From an optimization exercise on the open Yosys and OpenROAD flow, aimed at small area, a short achievable clock period and few clock cycles per item; shortcuts taken in it are not production practice.
In this exercise RTL edits were held to simulation tests only and were not proved equivalent to the original.
Power is estimated from default activity; no workload was simulated.

==> inputs of trial 54 <==
Design msf_decoder, start of the top module:
module msf_decoder (
    input  wire        clk,
    input  wire        rst,           
    input  wire        start,         
    input  wire [7:0]  count,         
    input  wire [31:0] start_time,    
    output reg  [7:0]  mem_raddr,
    input  wire [7:0]  mem_rdata,
    output reg         done,
    output reg  [8:0]  dstat,         
    output reg  [5:0]  secs,
    output reg  [7:0]  rd_ptr,
    output reg  [59:0] a_bits,        
    output reg  [59:0] b_bits,        
    output reg  [31:0] rec_ticks,
    output reg  [7:0]  rec_year,
    output reg  [7:0]  rec_month,
    output reg  [7:0]  rec_day,
    output reg  [2:0]  rec_dow,
    output reg  [7:0]  rec_hour,
    output reg  [7:0]  rec_minute,
    output reg         rec_bst,
    output reg  [15:0] rec_dut1
);
    localparam [1:0] S_IDLE  = 2'd0,
                     S_INIT  = 2'd1,
                     S_RUN   = 2'd2,
                     S_FINAL = 2'd3;
    reg [1:0]  state;
    reg [7:0]  rem;              
    reg [31:0] stime;
    reg [2:0]  cd;               
    reg        ph;               
    reg [7:0]  R;                
    reg [7:0]  E;                
    localparam [319:0] TAB_T_U10 =
        320'h8421084210842108421084210842108421084210842108420e6b16a4a0e62906208022190a63a12a;
    function [4:0] t_u10;
        input [5:0] i;
        t_u10 = TAB_T_U10[i * 5 +: 5];
    endfunction
    localparam [175:0] TAB_T_H100 =
        176'h8010020040080100200320578960fa19025832032000;
    function [10:0] t_h100;
        input [3:0] i;
        t_h100 = TAB_T_H100[i * 11 +: 11];
    endfunction
    localparam [703:0] TAB_T_A10 =
        704'h801002004008010020040080100200400801002004008010020040080100200400801001a93205dcaf14525844c7d0e11902bc4b07d0c812c190190000641904b0c81f44b0af1903847d113258514af1773206a500200400;
    function [10:0] t_a10;
        input [5:0] i;
        t_a10 = TAB_T_A10[i * 11 +: 11];
    endfunction
    localparam [703:0] TAB_T_A11 =
  ...
==> flow/config.mk <==
export PLATFORM = sky130hd
export DESIGN_NAME = msf_decoder
export DESIGN_NICKNAME = msf_decoder
export VERILOG_FILES = /design/flow/design.v
export SDC_FILE = /design/flow/constraint.sdc
export NUM_CORES = 4
export LEC_CHECK = 0
export CAP_MARGIN = 20
export CORE_MARGIN = 2
export CORE_UTILIZATION = 40
export PLACE_DENSITY = 0.6
export SLEW_MARGIN = 20
==> flow/constraint.sdc <==
create_clock -name core_clock -period 30.0 [get_ports {clk}]
set_input_delay 6.0000 -clock core_clock [delete_from_list [all_inputs] [get_ports {clk}]]
set_output_delay 6.0000 -clock core_clock [all_outputs]
set_load 0.01 [all_outputs]
standard.sh (not shown) runs the stock make flow with config.mk's settings and CLKGATE_MAP_FILE= SYNTH_SCRIPT=/design/flow/synth_recipe.tcl, a recipe that flattens the netlist after the stock synthesis.
==> flow/flow/run.sh <==
#!/bin/bash
# Standard layout (standard.sh: the standard flow's own ORFS run, synthesis unchanged) with
# some settings changed:
#  - timing repair aims for setup slack SETUP_SLACK_MARGIN below the clock
#    period, so that it shortens the critical paths instead of stopping as
#    soon as the 30 ns period is met;
#  - ports are buffered with the small buf_1 (the resizer upsizes it where
#    timing needs it) instead of the default delay-cell buffer;
#  - the clock tree uses larger sink clusters (fewer buffers).
set -euo pipefail
bash standard.sh finish SETUP_SLACK_MARGIN=22.7 \
    "BUFFER_PORTS_ARGS=-buffer_cell sky130_fd_sc_hd__buf_1" \
    CTS_CLUSTER_SIZE=24 CTS_CLUSTER_DIAMETER=100 > standard.log 2>&1
==> trial 20: changes against trial 54 <==
--- a/flow/design.v
+++ b/flow/design.v
@@ -35,19 +35,19 @@
     reg [7:0]  E;                
     localparam [319:0] TAB_T_U10 =
         320'h8421084210842108421084210842108421084210842108420e6b16a4a0e62906208022190a63a12a;
     function [4:0] t_u10;
         input [5:0] i;
         t_u10 = TAB_T_U10[i * 5 +: 5];
     endfunction
-    localparam [175:0] TAB_T_H100 =
-        176'h8010020040080100200320578960fa19025832032000;
-    function [10:0] t_h100;
-        input [3:0] i;
-        t_h100 = TAB_T_H100[i * 11 +: 11];
+    localparam [703:0] TAB_T_A00 =
+        704'h8010020040080100200400801002004008010020040080100200400801002004008010020040080100200400801002004008010020040080100200400800c815e2583e8640960c80c8000320c8258640fa258578c8200400;
+    function [10:0] t_a00;
+        input [5:0] i;
+        t_a00 = TAB_T_A00[i * 11 +: 11];
     endfunction
     localparam [703:0] TAB_T_A10 =
         704'h801002004008010020040080100200400801002004008010020040080100200400801001a93205dcaf14525844c7d0e11902bc4b07d0c812c190190000641904b0c81f44b0af1903847d113258514af1773206a500200400;
     function [10:0] t_a10;
         input [5:0] i;
         t_a10 = TAB_T_A10[i * 11 +: 11];
     endfunction
@@ -91,18 +91,14 @@
         input [7:0] x;
         gtc_8_4 = (x[7]) | (x[6] & ~x[7]) | (x[5] & ~x[7] & ~x[6]) | (x[4] & ~x[7] & ~x[6] & ~x[5]) | (x[3] & ~x[7] & ~x[6] & ~x[5] & ~x[4]) | (x[1] & ~x[7] & ~x[6] & ~x[5] & ~x[4] & ~x[3] & x[2]) | (x[0] & ~x[7] & ~x[6] & ~x[5] & ~x[4] & ~x[3] & x[2] & ~x[1]);
     endfunction
     function gtc_8_5;    
         input [7:0] x;
         gtc_8_5 = (x[7]) | (x[6] & ~x[7]) | (x[5] & ~x[7] & ~x[6]) | (x[4] & ~x[7] & ~x[6] & ~x[5]) | (x[3] & ~x[7] & ~x[6] & ~x[5] & ~x[4]) | (x[1] & ~x[7] & ~x[6] & ~x[5] & ~x[4] & ~x[3] & x[2]);
     endfunction
-    function gtc_8_7;    
-        input [7:0] x;
-        gtc_8_7 = (x[7]) | (x[6] & ~x[7]) | (x[5] & ~x[7] & ~x[6]) | (x[4] & ~x[7] & ~x[6] & ~x[5]) | (x[3] & ~x[7] & ~x[6] & ~x[5] & ~x[4]);
-    endfunction
     function gtc_8_8;    
         input [7:0] x;
         gtc_8_8 = (x[7]) | (x[6] & ~x[7]) | (x[5] & ~x[7] & ~x[6]) | (x[4] & ~x[7] & ~x[6] & ~x[5]) | (x[2] & ~x[7] & ~x[6] & ~x[5] & ~x[4] & x[3]) | (x[1] & ~x[7] & ~x[6] & ~x[5] & ~x[4] & x[3] & ~x[2]) | (x[0] & ~x[7] & ~x[6] & ~x[5] & ~x[4] & x[3] & ~x[2] & ~x[1]);
     endfunction
     function gtc_8_9;    
         input [7:0] x;
         gtc_8_9 = (x[7]) | (x[6] & ~x[7]) | (x[5] & ~x[7] & ~x[6]) | (x[4] & ~x[7] & ~x[6] & ~x[5]) | (x[2] & ~x[7] & ~x[6] & ~x[5] & ~x[4] & x[3]) | (x[1] & ~x[7] & ~x[6] & ~x[5] & ~x[4] & x[3] & ~x[2]);
@@ -204,15 +200,15 @@
     endfunction
     function [14:0] rca3;        
         input [13:0] a, b, c;
         rca3 = rca(a ^ b ^ c, {(a[12:0] & b[12:0]) | (a[12:0] & c[12:0]) | (b[12:0] & c[12:0]), 1'b0}, 1'b0);
     endfunction
     wire [10:0] a11 = t_a11(E[5:0]);
     wire [10:0] a10 = t_a10(E[5:0]);
-    wire [10:0] a00 = {ue[4], 10'd0} | t_h100(ue[3:0]);    
+    wire [10:0] a00 = t_a00(E[5:0]);
     wire        eh  = |E[7:6];
     wire [14:0] t11w = rca3({4'd0, a11[9:0]}, {3'd0, P70[10:0]}, {4'd0, D2[9:0]});
     wire [14:0] t10w = rca3({4'd0, a10[9:0]}, {4'd0, P80[9:0]}, {4'd0, D2[9:0]});
     wire [14:0] t00w = rca3({4'd0, a00[9:0]}, {4'd0, P90[9:0]}, {4'd0, D2[9:0]});
     wire [11:0] t11 = t11w[11:0], t10 = t10w[11:0], t00 = t00w[11:0];
     wire        b11 = eh | a11[10] | P70[11] | D2[10] | gtc_12_899(t11);
     wire        b10 = eh | a10[10] | P80[10] | D2[10] | gtc_12_899(t10);
@@ -293,26 +289,21 @@
     reg  [8:0] Mm;       
     reg        Mok, Ma, Mb;
     wire [14:0] m5w = rca({3'd0, Mm, 2'b0}, {5'd0, Mm}, 1'b0);
     wire [14:0] yw  = rca({3'd0, T4}, ~{3'd0, m5w[10:0]}, 1'b1);
     wire [11:0] y   = yw[11:0];               
     wire        Flt = y[11];
     wire        Fgt = ~y[11] & gtc_12_4(y);
-    wire        Ce2 = ~gtc_8_5(rem);               
-    wire        Ce4 = ~gtc_8_7(rem);               
-    wire        Cl2 = (secs == 6'd59) | ~gtc_8_2(rem);
-    wire        Cn2 = ~gtc_8_3(rem);
-    wire        Cl4 = (secs == 6'd59) | ~gtc_8_4(rem);
-    wire        Cn4 = ~gtc_8_5(rem);
+    reg         Cl2, Cn2, Cl4, Cn4;
     wire        have4 = ~Cn2;                    
-    wire        acc01 = ~ph & have4 & Flt;
-    wire        accw  = ph ? (Wany & (Ts != 10'd900)) : (Mok & (~have4 | Fgt));
+    wire        acc01 = have4 & Flt;
+    wire        accw  = Mok & (~have4 | Fgt);
     wire        acc   = acc01 | accw;
-    wire        abit  = accw & (ph ? Wa : Ma);
-    wire        bbit  = (accw & (ph ? Wb : Mb)) | acc01;
+    wire        abit  = accw & Ma;
+    wire        bbit  = (accw & Mb) | acc01;
     wire [7:0] rd2 = rd_ptr + 8'd2;
     wire [7:0] rd4 = rd_ptr + 8'd4;
     wire [7:0] rdn = acc01 ? rd4 : rd2;
     wire       last = acc01 ? Cl4 : Cl2;
     wire       lone = acc01 ? Cn4 : Cn2;
     function [7:0] bcd;
         input [7:0] v;
@@ -405,14 +396,18 @@
         Wb   <= w11;
         if (ph) begin
             Mm  <= mq;
             Mok <= Wany & (Ts != 10'd900);
             Ma  <= Wa;
             Mb  <= Wb;
         end
+        Cl2 <= (secs == 6'd59) | ~gtc_8_2(rem);
+        Cn2 <= ~gtc_8_3(rem);
+        Cl4 <= (secs == 6'd59) | ~gtc_8_4(rem);
+        Cn4 <= ~gtc_8_5(rem);
         if (state == S_IDLE) stime <= start_time;
     end
     always @(posedge clk) begin
         if (rst || state == S_INIT) begin
             a_bits <= 60'd0;
             b_bits <= 60'd0;
         end else if (wr) begin
@@ -450,27 +445,27 @@
                     ph        <= 1'b0;
                     if (start) state <= S_INIT;
                 end
                 S_INIT: begin
                     mem_raddr <= mem_raddr + 8'd1;
                     dstat     <= 9'd0;
                     secs      <= 6'd0;
-                    cd        <= gtc_8_3(rem) ? 3'd5 : 3'd4;
+                    cd        <= 3'd5;
                     dstat[1]  <= (rem == 8'd0);         
                     if (rem == 8'd1) rd_ptr <= 8'd1;    
                     else             rd_ptr <= 8'd0;
                     state <= (rem[7:1] == 7'd0) ? S_FINAL : S_RUN;
                 end
                 S_RUN: begin
                     mem_raddr <= mem_raddr + 8'd1;
                     if (dec) begin
                         if (acc) begin
                             secs <= secs + 6'd1;
                             rem  <= acc01 ? {rem[7:2] - 6'd1, rem[1:0]} : {rem[7:1] - 7'd1, rem[0]};
-                            cd   <= acc01 ? (Ce4 ? 3'd2 : 3'd3) : (Ce2 ? 3'd0 : 3'd1);
+                            cd   <= acc01 ? 3'd3 : 3'd1;
                             if (last)      rd_ptr <= rdn;
                             else if (lone) rd_ptr <= {rdn[7:1], 1'b1};    
                             else           rd_ptr <= rdn;
                         end else begin
                             dstat[2] <= 1'b1;                   
                             rd_ptr   <= rd2;
                         end
==> flow/flow/run.sh (replaced) <==
#!/bin/bash
# Standard layout (standard.sh: the standard flow's own ORFS run, synthesis unchanged) with
# two settings changed:
#  - timing repair aims for setup slack SETUP_SLACK_MARGIN below the clock
#    period, so that it shortens the critical paths instead of stopping as
#    soon as the 30 ns period is met;
#  - ports are buffered with the small buf_1 (the resizer upsizes it where
#    timing needs it) instead of the default delay-cell buffer.
set -euo pipefail
bash standard.sh finish SETUP_SLACK_MARGIN=22.7 \
    "BUFFER_PORTS_ARGS=-buffer_cell sky130_fd_sc_hd__buf_1" CORE_UTILIZATION=55 PLACE_DENSITY=0.7 > standard.log 2>&1
==> results.txt <==
- In trial 54 the synthesized cell count is smaller than in trial 20, by 0.72%.
- Of trial 54 and trial 20, trial 20 has the higher combinational power (gap about 3%, measured against trial 20).
- Core utilization: trial 20 is higher than trial 54 (18 points).
- Of trial 54 and trial 20, trial 54 has the higher hold slack (gap 0.046 ns).
- In trial 54 the synthesized area is smaller than in trial 20, by 0.98%.
- Trial 54 ran to the end with no violations. Trial 20 ran to the end with no violations.
- In trial 54 the clock-buffer cell count is lower than in trial 20, by 35.
- In trial 54 the setup slack is higher than in trial 20, by 0.015 ns.
- Cell count: trial 20 is smaller than trial 54 (4.1%).
- Of trial 54 and trial 20, trial 20 has the higher sequential power (gap about 2%, measured against trial 20).
- Global-route usage: trial 20 is higher than trial 54 (7.8 points).
==> figures <==
quantity	trial 54	trial 20
Clock group total power	0.375 mW	0.629 mW
Startpoint of the most critical setup path	a_bits[33]$_SDFFE_PP0P_	a_bits[36]$_SDFFE_PP0P_
Status	complete, no violations	complete, no violations
Highest routed metal layer	met4	met5
Layout overhead on the synthesized area	10.4%	12.7%
Multi-input gate area in the final layout	0.0182 mm2	0.0185 mm2
Min Clock Period, post-route	7.26 ns	7.28 ns
Power consumption	2.89 mW	3.20 mW
Htree depth	1	2
Share of the synthesized netlist area taken by xor and xnor gates	0.0499	0.0500
Initial core utilization	0.405	0.555
Number of antenna violations at the first check in global routing	0	1
Total of clock buffers placed in the layout	34	69
Setup ws final	22.74 ns	22.72 ns
Via count of the first global-routing pass	22900	24200
Layout cell share with drive strength beyond 1	0.0671	0.0717
Final cycle utilization of the critical path	0.242	0.243
Multi-input gate share of total cell area	0.559	0.551
Signal buffers share of area	0.0489	0.0502
Count of non-filler cells in the finished layout	4492	4308
Vias per Instance	5.45	5.88
Well tap count	959	696
Testbench counts of trial 54, summed over its fixed seeds: cycles 48,153, decodes 384.
Testbench counts of trial 20, summed over its fixed seeds: cycles 48,359, decodes 384.

==> static timing again, ports no longer ideal <==
In the flow no input, the clock included, has a driving cell. The finished layouts below were timed again as built, in two steps.
Step 1 (the two cells are an assumption about what drives the block):
set clk [get_ports {clk}]
set_driving_cell -lib_cell sky130_fd_sc_hd__clkbuf_16 $clk
set_driving_cell -lib_cell sky130_fd_sc_hd__buf_2 [delete_from_list [all_inputs] $clk]
Step 2, shift: input delay + t, output delay - t, t = (earliest + latest rising clock arrival at the registers) / 2. This alone moves slack from input paths to output paths.
a / b / c = no drivers / after step 1 / after step 2; a / b = the first two.
run | t (ns) | slack for setup (ns) | clock arrival spread, ns
trial 54 | 0.651 | 22.737 / 22.672 / 22.168 | 0.032 / 0.033
trial 20 | 0.654 | 22.722 / 22.659 / 22.409 | 0.030 / 0.030
After both steps setup and hold are still met in every run listed. The setup slack of trial 54, which loses most, moves by -0.065 ns with the drivers and by -0.569 ns with both steps.
